This design comes from an exercise in tuning for small area and a short achievable clock period on the open sky130 flow, not from production work.
In this exercise RTL edits were held to simulation tests only and were not proved equivalent to the original.
Power is estimated from default activity; no workload was simulated.

## pwm_sched
module pwm_sched (
    input  wire        clk,
    input  wire        rst,         
    input  wire        tick,        
    input  wire        fault,       
    input  wire        cmd_valid,
    input  wire [31:0] cmd,
    output reg         rsp_valid,
    output reg         rsp_err,
    output wire [31:0] rsp_data,
    output wire [17:0] pwm_out
);
==> flow/config.mk <==
export PLATFORM = sky130hd
export DESIGN_NAME = pwm_sched
export DESIGN_NICKNAME = pwm_sched
export VERILOG_FILES = /design/flow/design.v
export SDC_FILE = /design/flow/constraint.sdc
export NUM_CORES = 8
export LEC_CHECK = 0
export CAP_MARGIN = 20
export CORE_MARGIN = 2
export CORE_UTILIZATION = 35
export CTS_BUF_LIST = sky130_fd_sc_hd__clkbuf_8
export CTS_CLUSTER_DIAMETER = 60
export CTS_CLUSTER_SIZE = 12
export PLACE_DENSITY = 0.5
export SLEW_MARGIN = 20
==> flow/constraint.sdc <==
create_clock -name core_clock -period 100.0 [get_ports {clk}]
set_input_delay 20.0000 -clock core_clock [delete_from_list [all_inputs] [get_ports {clk}]]
set_output_delay 20.0000 -clock core_clock [all_outputs]
set_load 0.01 [all_outputs]
standard.sh (not shown) runs the stock make flow with config.mk's settings and CLKGATE_MAP_FILE= SYNTH_SCRIPT=/design/flow/synth_recipe.tcl, a recipe that flattens the netlist after the stock synthesis.
==> flow/flow/run.sh <==
#!/bin/bash
# Own layout flow: the standard layout (standard.sh) with the synthesis
# step of flow/synth.tcl (ABC script below (no buffering pass), adders left to ABC), and the
# port buffers made of buf_4 cells. Each tool's output is in orfs/logs;
# make's own output goes to flow_make.log in the work folder.
set -euo pipefail
W=$(cd "$(dirname "$0")/.." && pwd)
D=6000
printf 'strash\ndch\nmap -D %s\nstrash\ndch\nmap -D %s\ntopo\nstime -c\nupsize -c -D %s\ndnsize -c -D %s\nstime -c\n' $D $D $D $D > "$W/abc.script"
export MY_ABC_SCRIPT="$W/abc.script"
export MY_ABC_D=$D
bash "$W/standard.sh" SYNTH_SCRIPT="$W/flow/synth.tcl" ADDER_MAP_FILE= \
  BUFFER_PORTS_ARGS="-buffer_cell sky130_fd_sc_hd__buf_4" finish > "$W/flow_make.log" 2>&1
==> flow/flow/synth.tcl <==
proc synth {args} { yosys synth -nofsm -noshare {*}$args }
proc abc {args} {
  set rest {}
  set i 0
  while {$i < [llength $args]} {
    set a [lindex $args $i]
    if {$a eq "-script" || $a eq "-D"} { incr i 2; continue }
    lappend rest $a
    incr i
  }
  yosys abc -script $::env(MY_ABC_SCRIPT) -D $::env(MY_ABC_D) {*}$rest
}
source $::env(SCRIPTS_DIR)/synth.tcl
# left out here: clear keep_hierarchy, flatten, clean up, hide names made inside functions, write 1_2_yosys.v
Change:
--- a/flow/flow/run.sh
+++ b/flow/flow/run.sh
@@ -8 +8 @@
-D=6000
+D=7000
Settings changed: CORE_UTILIZATION 35 to 40, PLACE_DENSITY 0.5 to 0.55.
What happened: Final cell count is lower by 7.3%. Routed wire length drops by 7.7%. Power goes down by 1.0%. Clock skew shrinks by 0.014 ns. Count of clock-buffer cells in the layout rises by 3. Die area shrinks by 14%. Hold slack improved by 0.0064 ns.
Change:
--- a/flow/flow/run.sh
+++ b/flow/flow/run.sh
@@ -3 +3 @@
-# step of flow/synth.tcl (ABC script below (no buffering pass), adders left to ABC), and the
+# step of flow/synth.tcl (ABC script below, adders left to ABC), and the
@@ -8,2 +8,2 @@
-D=7000
-printf 'strash\ndch\nmap -D %s\nstrash\ndch\nmap -D %s\ntopo\nstime -c\nupsize -c -D %s\ndnsize -c -D %s\nstime -c\n' $D $D $D $D > "$W/abc.script"
+D=6000
+printf 'strash\ndch\nmap -D %s\nstrash\ndch\nmap -D %s\ntopo\nstime -c\nbuffer -c\nupsize -c -D %s\ndnsize -c -D %s\nstime -c\n' $D $D $D $D > "$W/abc.script"
Settings changed: CORE_UTILIZATION 40 to 35, CTS_CLUSTER_SIZE 12 to 14, PLACE_DENSITY 0.55 to 0.5.
Result:
- setup slack gets worse by 0.12 ns
- non-clock buffer count climbs by 4
- die area went up by 19%
- sequential share of layout area goes down by 0.89 points
- total power rises by 0.45%
- via count increases by about 4.4%
- register-to-register slack gets worse by 0.66 ns
- design area increases by about 2.7%
- count of clock-buffer cells in the layout went down by 12
Change:
--- a/flow/flow/run.sh
+++ b/flow/flow/run.sh
@@ -8 +8 @@
-D=6000
+D=7000
Settings changed: CTS_CLUSTER_SIZE 14 to 12.
Clock power rose by about 5%.
Routed wire length goes down by about 5.6%.
Power is about the same.
Global-route usage drops by 1.4 points.
Design area shrinks by 2.8%.
Worst setup slack loses 0.39 ns.
Non-clock buffer count came out higher by 3.
Cell count went down by 5.4%.

static timing again, ports no longer ideal:
In the flow no input, the clock included, has a driving cell. The finished layouts below were timed again as built, in two steps.
Step 1 sets driving cells, clkbuf_16 on the clock port and buf_2 on the other inputs (assumed; they add their load-dependent delay and slew).
Step 2 moves the port delays by t, midway between the first and last clock arrival at a register: inputs arrive t later, outputs are due t later. That takes back most of the time a late clock gives input paths.
Slacks: ideal ports / drivers / drivers and shift; pairs: ideal ports / drivers.
run	t (ns)	setup slack, ns	hold WS [ns]	worst setup path at the end	slew at the worst register clock pin (ns)
the first run	1.026	68.643 / 68.549 / 68.860	0.459 / 0.459 / 0.459	input to register	0.10 / 0.10
the second run	1.056	69.045 / 68.953 / 69.431	0.466 / 0.466 / 0.466	input to register	0.10 / 0.10
the third run	1.040	68.922 / 68.825 / 69.374	0.458 / 0.458 / 0.458	input to register	0.11 / 0.11
the fourth run	1.041	68.533 / 68.442 / 69.038	0.462 / 0.462 / 0.462	input to register	0.10 / 0.10
After both steps setup and hold are still met in every run listed.
